What follows belongs to an exercise in optimizing a design on an open flow for small area, a short achievable clock period and few clock cycles; a production flow would make more cautious choices. Power and IR drop assume default switching activity.

==> flow/design.v <==
module ota_core (
    input  wire        clk,
    input  wire        rst,
    input  wire        cmd_valid,
    output reg         cmd_ready,
    input  wire [2:0]  cmd_op,
    input  wire [31:0] cmd_arg,
    input  wire        in_valid,
    output reg         in_ready,
    input  wire [7:0]  in_data,
    output reg         rsp_valid,
    output reg  [31:0] rsp_data,
    output reg         out_valid,
    output reg  [7:0]  out_data,
    output reg         dict_we,
    output reg  [10:0] dict_waddr,
    output reg  [7:0]  dict_wdata,
    output reg  [10:0] dict_raddr,
    input  wire [7:0]  dict_rdata
);
    localparam [31:0] MAGIC_DEFAULT = 32'h45535033;
    localparam [2:0] OP_CFG_MAGIC = 3'd1;
    localparam [2:0] OP_START     = 3'd2;
    localparam [2:0] OP_POLL      = 3'd3;
    localparam [2:0] OP_PROGRESS  = 3'd4;
    localparam [2:0] OP_VERIFY    = 3'd5;
    localparam [2:0] OP_RELEASE   = 3'd6;
    localparam [31:0] RES_INPROGRESS = 32'd0;
    localparam [31:0] RES_DONE       = 32'd1;
    localparam [31:0] ERR_HDR_LENGTH = -32'sd8;
    localparam [31:0] ERR_HDR_MAGIC  = -32'sd9;
    localparam [31:0] ERR_CHECKSUM   = -32'sd10;
    localparam [31:0] ERR_DOWNLOAD   = -32'sd11;
    localparam [2:0] ST_IDLE      = 3'd0;
    localparam [2:0] ST_HEADER    = 3'd1;
    localparam [2:0] ST_FILE      = 3'd2;
    localparam [2:0] ST_COMPLETED = 3'd3;
    localparam [2:0] ST_MAGIC     = 3'd4;
    localparam [2:0] ST_ERROR     = 3'd5;
    reg [2:0]  st;
    reg        err_is_len;
    reg [31:0] magic_cfg;
    reg [32:0] rem;              
    reg [31:0] written;          
    reg        wrapped;          
    reg [31:0] crc;
    reg [31:0] hdr_crc;
    reg [4:0]  hdr_fill;
    reg        len_ok, mag_ok, lborrow;
    reg [31:0] cl;               
    reg        more;             
    reg [7:0]  b0, b1;           
    reg        v0, v1;
    reg [30:0] bitq;             
    reg [4:0]  bitcnt;
    reg [1:0]  nopp;             
    reg        rd_act;           
    reg        a_lit;            
    reg [4:0]  cnt;              
    reg        dv;               
    reg        d_lit;            
    reg [10:0] dp;               
    wire busy = !cmd_ready;      
    reg [31:0] crc_next;
    integer i;
    always @* begin
        crc_next = crc ^ {24'd0, b0};
        for (i = 0; i < 8; i = i + 1)
            crc_next = crc_next[0] ? ((crc_next >> 1) ^ 32'hEDB88320) : (crc_next >> 1);
    end
    wire active  = (st == ST_HEADER) || (st == ST_FILE) || (st == ST_COMPLETED);
    wire in_file = (st == ST_FILE);
    wire in_hdr  = (st == ST_HEADER);
    wire full_ok = bitq[30] ? (bitcnt >= 5'd9)  : (bitcnt >= 5'd16);
    wire part_ok = bitq[30] ? (bitcnt >= 5'd17) : (bitcnt >= 5'd24);
    wire tp      = (nopp != 2'd0) && full_ok;
    wire take    = tp && (!rd_act || cnt == 5'd0);
    wire [1:0] nopp_a = !full_ok ? 2'd0 :
                        take     ? {1'b0, nopp[1] && part_ok} :
                        (nopp[1] && !part_ok) ? 2'd1 : nopp;
    wire feed    = v0 && in_file && !nopp_a[1];
    wire ib_go   = v0 && (!in_file || !nopp_a[1]);
    wire cmd_fire = cmd_valid && cmd_ready;
    wire in_fire  = in_valid && in_ready;
    wire do_start = cmd_fire && (cmd_op == OP_START) && !active;
    wire do_poll  = cmd_fire && (cmd_op == OP_POLL);
    wire poll_end = busy && !more && !v0 && !tp && !rd_act && !dv;
    wire       fwd     = out_valid && (dp == written[10:0]);
    wire       wr_done = wrapped || (dp < written[10:0]);
    wire [7:0] dbyte   = d_lit ? dp[7:0] :
                         fwd ? out_data :
                         wr_done ? dict_rdata :
                         ((dp >= 11'd17) ? 8'h20 : 8'h00);
    wire [4:0]  shamt = take ? (bitq[30] ? 5'd9 : 5'd16) : 5'd0;
    wire [30:0] q1    = bitq << shamt;
    wire [4:0]  c1    = bitcnt - shamt;
    wire [7:0] rbyte = rem[8*hdr_fill[1:0] +: 8];
    wire [8:0] ldiff = {1'b0, rbyte} - {1'b0, (hdr_fill[1:0] == 2'd0) ? 8'd8 : {7'd0, lborrow}};
    wire v1_n   = (v1 && !ib_go) || (v0 && in_fire && !ib_go);
    wire more_n = in_fire ? (cl != 32'd1) : more;
    wire       r_arg = !busy && (cmd_op == OP_START) && !active;
    wire       r_wr  = !busy && (cmd_op == OP_PROGRESS) && active;
    reg  [4:0] r_code;
    always @* begin
        r_code = ERR_DOWNLOAD[4:0];
        if (busy) begin
            case (st)
            ST_HEADER:    r_code = RES_INPROGRESS[4:0];
            ST_COMPLETED: r_code = RES_DONE[4:0];
            ST_FILE:      r_code = (rem == 33'd20) ? RES_DONE[4:0] :
                                   (rem[32] || rem[31:0] < 32'd20) ? ERR_DOWNLOAD[4:0] :
                                   RES_INPROGRESS[4:0];
            ST_MAGIC:     r_code = ERR_HDR_MAGIC[4:0];
            ST_ERROR:     r_code = err_is_len ? ERR_HDR_LENGTH[4:0] : ERR_DOWNLOAD[4:0];
            default:      r_code = ERR_DOWNLOAD[4:0];
            endcase
        end else begin
            case (cmd_op)
            OP_CFG_MAGIC: r_code = active ? ERR_DOWNLOAD[4:0] : RES_DONE[4:0];
            OP_PROGRESS, OP_VERIFY: begin
                if (st == ST_MAGIC)
                    r_code = ERR_HDR_MAGIC[4:0];
                else if (st == ST_ERROR)
                    r_code = err_is_len ? ERR_HDR_LENGTH[4:0] : ERR_DOWNLOAD[4:0];
                else if (cmd_op == OP_VERIFY && st == ST_COMPLETED)
                    r_code = (~crc == hdr_crc) ? RES_DONE[4:0] : ERR_CHECKSUM[4:0];
                else
                    r_code = ERR_DOWNLOAD[4:0];
            end
            OP_RELEASE:   r_code = RES_DONE[4:0];
            default:      r_code = ERR_DOWNLOAD[4:0];
            endcase
        end
    end
    always @* begin
        dict_we    = out_valid;
        dict_wdata = out_data;
        dict_waddr = written[10:0];
    end
    always @(posedge clk) begin
        if (rst) begin
            st        <= ST_IDLE;
            cmd_ready <= 1'b1;
            in_ready  <= 1'b0;
            more      <= 1'b0;
            magic_cfg <= MAGIC_DEFAULT;
            rsp_valid <= 1'b0;
            out_valid <= 1'b0;
            v0        <= 1'b0;
            v1        <= 1'b0;
            nopp      <= 2'd0;
            rd_act    <= 1'b0;
            dv        <= 1'b0;
        end else begin
            rsp_valid <= cmd_fire ? (cmd_op != OP_POLL) : poll_end;
            cmd_ready <= cmd_ready ? !do_poll : poll_end;
            if (cmd_fire && cmd_op == OP_CFG_MAGIC && !active)
                magic_cfg <= cmd_arg;
            if (do_start)
                st <= ST_HEADER;
            else if (cmd_fire && cmd_op == OP_RELEASE)
                st <= ST_IDLE;
            else if (ib_go && in_hdr && hdr_fill == 5'd19)
                st <= (!len_ok || lborrow) ? ST_ERROR : (!mag_ok ? ST_MAGIC : ST_FILE);
            else if (poll_end && in_file && (rem == 33'd20))
                st <= ST_COMPLETED;
            else if (poll_end && in_file && (rem[32] || rem[31:0] < 32'd20))
                st <= ST_ERROR;
            if (do_poll) begin
                more     <= (cmd_arg != 32'd0);
                in_ready <= (cmd_arg != 32'd0);
            end else begin
                more     <= more_n;
                in_ready <= more_n && !v1_n;
            end
            v0 <= ib_go ? (v1 || in_fire) : (v0 || in_fire);
            v1 <= v1_n;
            if (do_start)
                nopp <= 2'd0;
            else if (in_file)
                nopp <= nopp_a + {1'b0, feed};
            rd_act    <= take || (rd_act && cnt != 5'd0);
            dv        <= rd_act;
            out_valid <= dv;
        end
    end
    always @(posedge clk) begin
        rsp_data <= r_arg ? cmd_arg : r_wr ? written : {{27{r_code[4]}}, r_code};
        if (cmd_fire && cmd_op == OP_POLL)
            cl <= cmd_arg;
        else if (in_fire)
            cl <= cl - 32'd1;
        if (ib_go || !v0)
            b0 <= v1 ? b1 : in_data;
        if (!v1)
            b1 <= in_data;
        if (poll_end && in_file)
            err_is_len <= 1'b0;
        if (do_start) begin
            rem      <= {1'b0, cmd_arg};
            crc      <= 32'hFFFFFFFF;
            hdr_fill <= 5'd0;
            len_ok   <= 1'b1;
            mag_ok   <= 1'b1;
            lborrow  <= 1'b0;
        end else if (ib_go) begin
            if (in_hdr) begin
                hdr_fill <= hdr_fill + 5'd1;
                if (hdr_fill[4:2] == 3'd0) begin
                    len_ok  <= len_ok && (b0 == ldiff[7:0]);
                    lborrow <= ldiff[8];
                end
                if (hdr_fill[4:2] == 3'd1)
                    hdr_crc <= {b0, hdr_crc[31:8]};
                if (hdr_fill[4:2] == 3'd2)
                    mag_ok <= mag_ok && (b0 == magic_cfg[8*hdr_fill[1:0] +: 8]);
                if (hdr_fill >= 5'd8)
                    crc <= crc_next;
                if (hdr_fill == 5'd19)
                    err_is_len <= 1'b1;
            end else if (in_file) begin
                crc <= crc_next;
                rem <= rem - 33'd1;
            end
        end
        if (do_start) begin
            bitq   <= 31'd0;
            bitcnt <= 5'd0;
        end else if (feed) begin
            bitq   <= q1 | ({b0, 23'd0} >> c1);
            bitcnt <= c1 + 5'd8;
        end else if (take) begin
            bitq   <= q1;
            bitcnt <= c1;
        end
        if (take) begin
            a_lit      <= bitq[30];
            dict_raddr <= bitq[30] ? {3'd0, bitq[29:22]} : bitq[29:19] + 11'd17;
            cnt        <= bitq[30] ? 5'd0 : {1'b0, bitq[18:15]} + 5'd1;
        end else begin
            a_lit      <= 1'b0;
            dict_raddr <= dict_raddr + 11'd1;
            cnt        <= cnt - 5'd1;
        end
        d_lit    <= a_lit;
        dp       <= dict_raddr;
        out_data <= dbyte;
        written  <= do_start ? 32'd0 : written + {31'd0, out_valid};
        wrapped  <= do_start ? 1'b0 : (wrapped || (out_valid && written[10:0] == 11'd2047));
    end
endmodule
Settings: LEC_CHECK=0, ABC_CLOCK_PERIOD_IN_PS=3000, CAP_MARGIN=20, CORE_MARGIN=2, CORE_UTILIZATION=40, SLEW_MARGIN=20; clock period 10.0 ns.
standard.sh (not shown) runs the stock make flow with config.mk's settings and CLKGATE_MAP_FILE= SYNTH_SCRIPT=/design/flow/synth_recipe.tcl, a recipe that flattens the netlist after the stock synthesis.
==> flow/flow/run.sh <==
#!/bin/bash
set -euo pipefail
bash standard.sh SETUP_SLACK_MARGIN=7 finish > standard_flow.log 2>&1
Change:
--- a/flow/design.v
+++ b/flow/design.v
@@ -54,12 +54,13 @@
     reg [30:0] bitq;             
     reg [4:0]  bitcnt;
     reg [1:0]  nopp;             
     reg        rd_act;           
     reg        a_lit;            
     reg [4:0]  cnt;              
+    reg        last;             
     reg        dv;               
     reg        d_lit;            
     reg [10:0] dp;               
     wire busy = !cmd_ready;      
     reg [31:0] crc_next;
     integer i;
@@ -71,37 +72,41 @@
     wire active  = (st == ST_HEADER) || (st == ST_FILE) || (st == ST_COMPLETED);
     wire in_file = (st == ST_FILE);
     wire in_hdr  = (st == ST_HEADER);
     wire full_ok = bitq[30] ? (bitcnt >= 5'd9)  : (bitcnt >= 5'd16);
     wire part_ok = bitq[30] ? (bitcnt >= 5'd17) : (bitcnt >= 5'd24);
     wire tp      = (nopp != 2'd0) && full_ok;
-    wire take    = tp && (!rd_act || cnt == 5'd0);
+    wire take    = tp && (!rd_act || last);
     wire [1:0] nopp_a = !full_ok ? 2'd0 :
                         take     ? {1'b0, nopp[1] && part_ok} :
                         (nopp[1] && !part_ok) ? 2'd1 : nopp;
     wire feed    = v0 && in_file && !nopp_a[1];
     wire ib_go   = v0 && (!in_file || !nopp_a[1]);
     wire cmd_fire = cmd_valid && cmd_ready;
     wire in_fire  = in_valid && in_ready;
     wire do_start = cmd_fire && (cmd_op == OP_START) && !active;
     wire do_poll  = cmd_fire && (cmd_op == OP_POLL);
-    wire poll_end = busy && !more && !v0 && !tp && !rd_act && !dv;
+    wire poll_end = busy && !more && !v0 && !tp && !rd_act;
     wire       fwd     = out_valid && (dp == written[10:0]);
     wire       wr_done = wrapped || (dp < written[10:0]);
     wire [7:0] dbyte   = d_lit ? dp[7:0] :
                          fwd ? out_data :
                          wr_done ? dict_rdata :
                          ((dp >= 11'd17) ? 8'h20 : 8'h00);
-    wire [4:0]  shamt = take ? (bitq[30] ? 5'd9 : 5'd16) : 5'd0;
-    wire [30:0] q1    = bitq << shamt;
-    wire [4:0]  c1    = bitcnt - shamt;
+    wire [38:0] ins   = {b0, 31'd0} >> bitcnt;
+    wire [38:0] qx    = {bitq, 8'd0} | (feed ? ins : 39'd0);
+    wire [30:0] q_n   = !take ? qx[38:8] : (bitq[30] ? qx[29:0] << 1 : qx[22:0] << 8);
+    wire [4:0]  c_n   = !take ? (feed ? bitcnt + 5'd8 : bitcnt) :
+                        bitq[30] ? (feed ? bitcnt - 5'd1 : bitcnt - 5'd9) :
+                                   (feed ? bitcnt - 5'd8 : bitcnt - 5'd16);
     wire [7:0] rbyte = rem[8*hdr_fill[1:0] +: 8];
     wire [8:0] ldiff = {1'b0, rbyte} - {1'b0, (hdr_fill[1:0] == 2'd0) ? 8'd8 : {7'd0, lborrow}};
     wire v1_n   = (v1 && !ib_go) || (v0 && in_fire && !ib_go);
     wire more_n = in_fire ? (cl != 32'd1) : more;
-    wire       r_arg = !busy && (cmd_op == OP_START) && !active;
+    wire [31:0] written_n = written + {31'd0, out_valid};
+    wire       r_arg = !busy && ((cmd_op == OP_START && !active) || cmd_op == OP_POLL);
     wire       r_wr  = !busy && (cmd_op == OP_PROGRESS) && active;
     reg  [4:0] r_code;
     always @* begin
         r_code = ERR_DOWNLOAD[4:0];
         if (busy) begin
             case (st)
@@ -130,12 +135,13 @@
             OP_RELEASE:   r_code = RES_DONE[4:0];
             default:      r_code = ERR_DOWNLOAD[4:0];
             endcase
         end
     end
     always @* begin
+        rsp_data   = cl;
         dict_we    = out_valid;
         dict_wdata = out_data;
         dict_waddr = written[10:0];
     end
     always @(posedge clk) begin
         if (rst) begin
@@ -176,21 +182,20 @@
             v0 <= ib_go ? (v1 || in_fire) : (v0 || in_fire);
             v1 <= v1_n;
             if (do_start)
                 nopp <= 2'd0;
             else if (in_file)
                 nopp <= nopp_a + {1'b0, feed};
-            rd_act    <= take || (rd_act && cnt != 5'd0);
+            rd_act    <= take || (rd_act && !last);
             dv        <= rd_act;
             out_valid <= dv;
         end
     end
     always @(posedge clk) begin
-        rsp_data <= r_arg ? cmd_arg : r_wr ? written : {{27{r_code[4]}}, r_code};
-        if (cmd_fire && cmd_op == OP_POLL)
-            cl <= cmd_arg;
+        if (!busy || poll_end)
+            cl <= r_arg ? cmd_arg : r_wr ? written_n : {{27{r_code[4]}}, r_code};
         else if (in_fire)
             cl <= cl - 32'd1;
         if (ib_go || !v0)
             b0 <= v1 ? b1 : in_data;
         if (!v1)
             b1 <= in_data;
@@ -223,29 +228,28 @@
                 rem <= rem - 33'd1;
             end
         end
         if (do_start) begin
             bitq   <= 31'd0;
             bitcnt <= 5'd0;
-        end else if (feed) begin
-            bitq   <= q1 | ({b0, 23'd0} >> c1);
-            bitcnt <= c1 + 5'd8;
-        end else if (take) begin
-            bitq   <= q1;
-            bitcnt <= c1;
+        end else begin
+            bitq   <= q_n;
+            bitcnt <= c_n;
         end
         if (take) begin
             a_lit      <= bitq[30];
             dict_raddr <= bitq[30] ? {3'd0, bitq[29:22]} : bitq[29:19] + 11'd17;
             cnt        <= bitq[30] ? 5'd0 : {1'b0, bitq[18:15]} + 5'd1;
+            last       <= bitq[30];
         end else begin
             a_lit      <= 1'b0;
             dict_raddr <= dict_raddr + 11'd1;
             cnt        <= cnt - 5'd1;
+            last       <= (cnt == 5'd1);
         end
         d_lit    <= a_lit;
         dp       <= dict_raddr;
         out_data <= dbyte;
-        written  <= do_start ? 32'd0 : written + {31'd0, out_valid};
+        written  <= do_start ? 32'd0 : written_n;
         wrapped  <= do_start ? 1'b0 : (wrapped || (out_valid && written[10:0] == 11'd2047));
     end
 endmodule
Effect:
- core utilization barely changes
- first-iteration DRC count climbs by about 24%
- via count came out higher by about 1.6%
- setup slack gets worse by 0.086 ns
- sequential power goes down by about 9%
- area after synthesis fell by about 2.4%
- clock skew barely changes
- total power falls by about 8%
- clock-buffer cell count drops by 12
- cell count falls by about 0.8%
- flip-flop and latch count went down by 31
- non-clock buffer count rose by 25
Function was not checked in any run of this note: the RTL went through the layout flow alone.

[static timing again, ports no longer ideal]
The results above use ideal ports. As a check the final layouts listed here were re-extracted and re-timed, cells and wires unchanged. Step 1: set_driving_cell puts a clkbuf_16 on clk and a buf_2 on each other input, an assumption about the parent block. Step 2 adds t to the input delays and takes it off the output delays; t is the mean of the earliest and latest rising clock arrival at the registers after step 1. Input paths then give back, and output paths get back, about the clock's delay inside the block. Three values: ideal, step 1, step 2; two values: the first two.
run	shift t [ns]	setup slack, ns	worst register clock-pin slew, ns
the first run	0.603	6.902 / 6.848 / 6.404	0.06 / 0.06
the second run	0.575	6.816 / 6.762 / 6.414	0.06 / 0.06
After both steps every run listed still meets setup and hold. For the first run, which loses most, drivers alone change the setup slack by -0.054 ns; drivers and shift together by -0.498 ns.
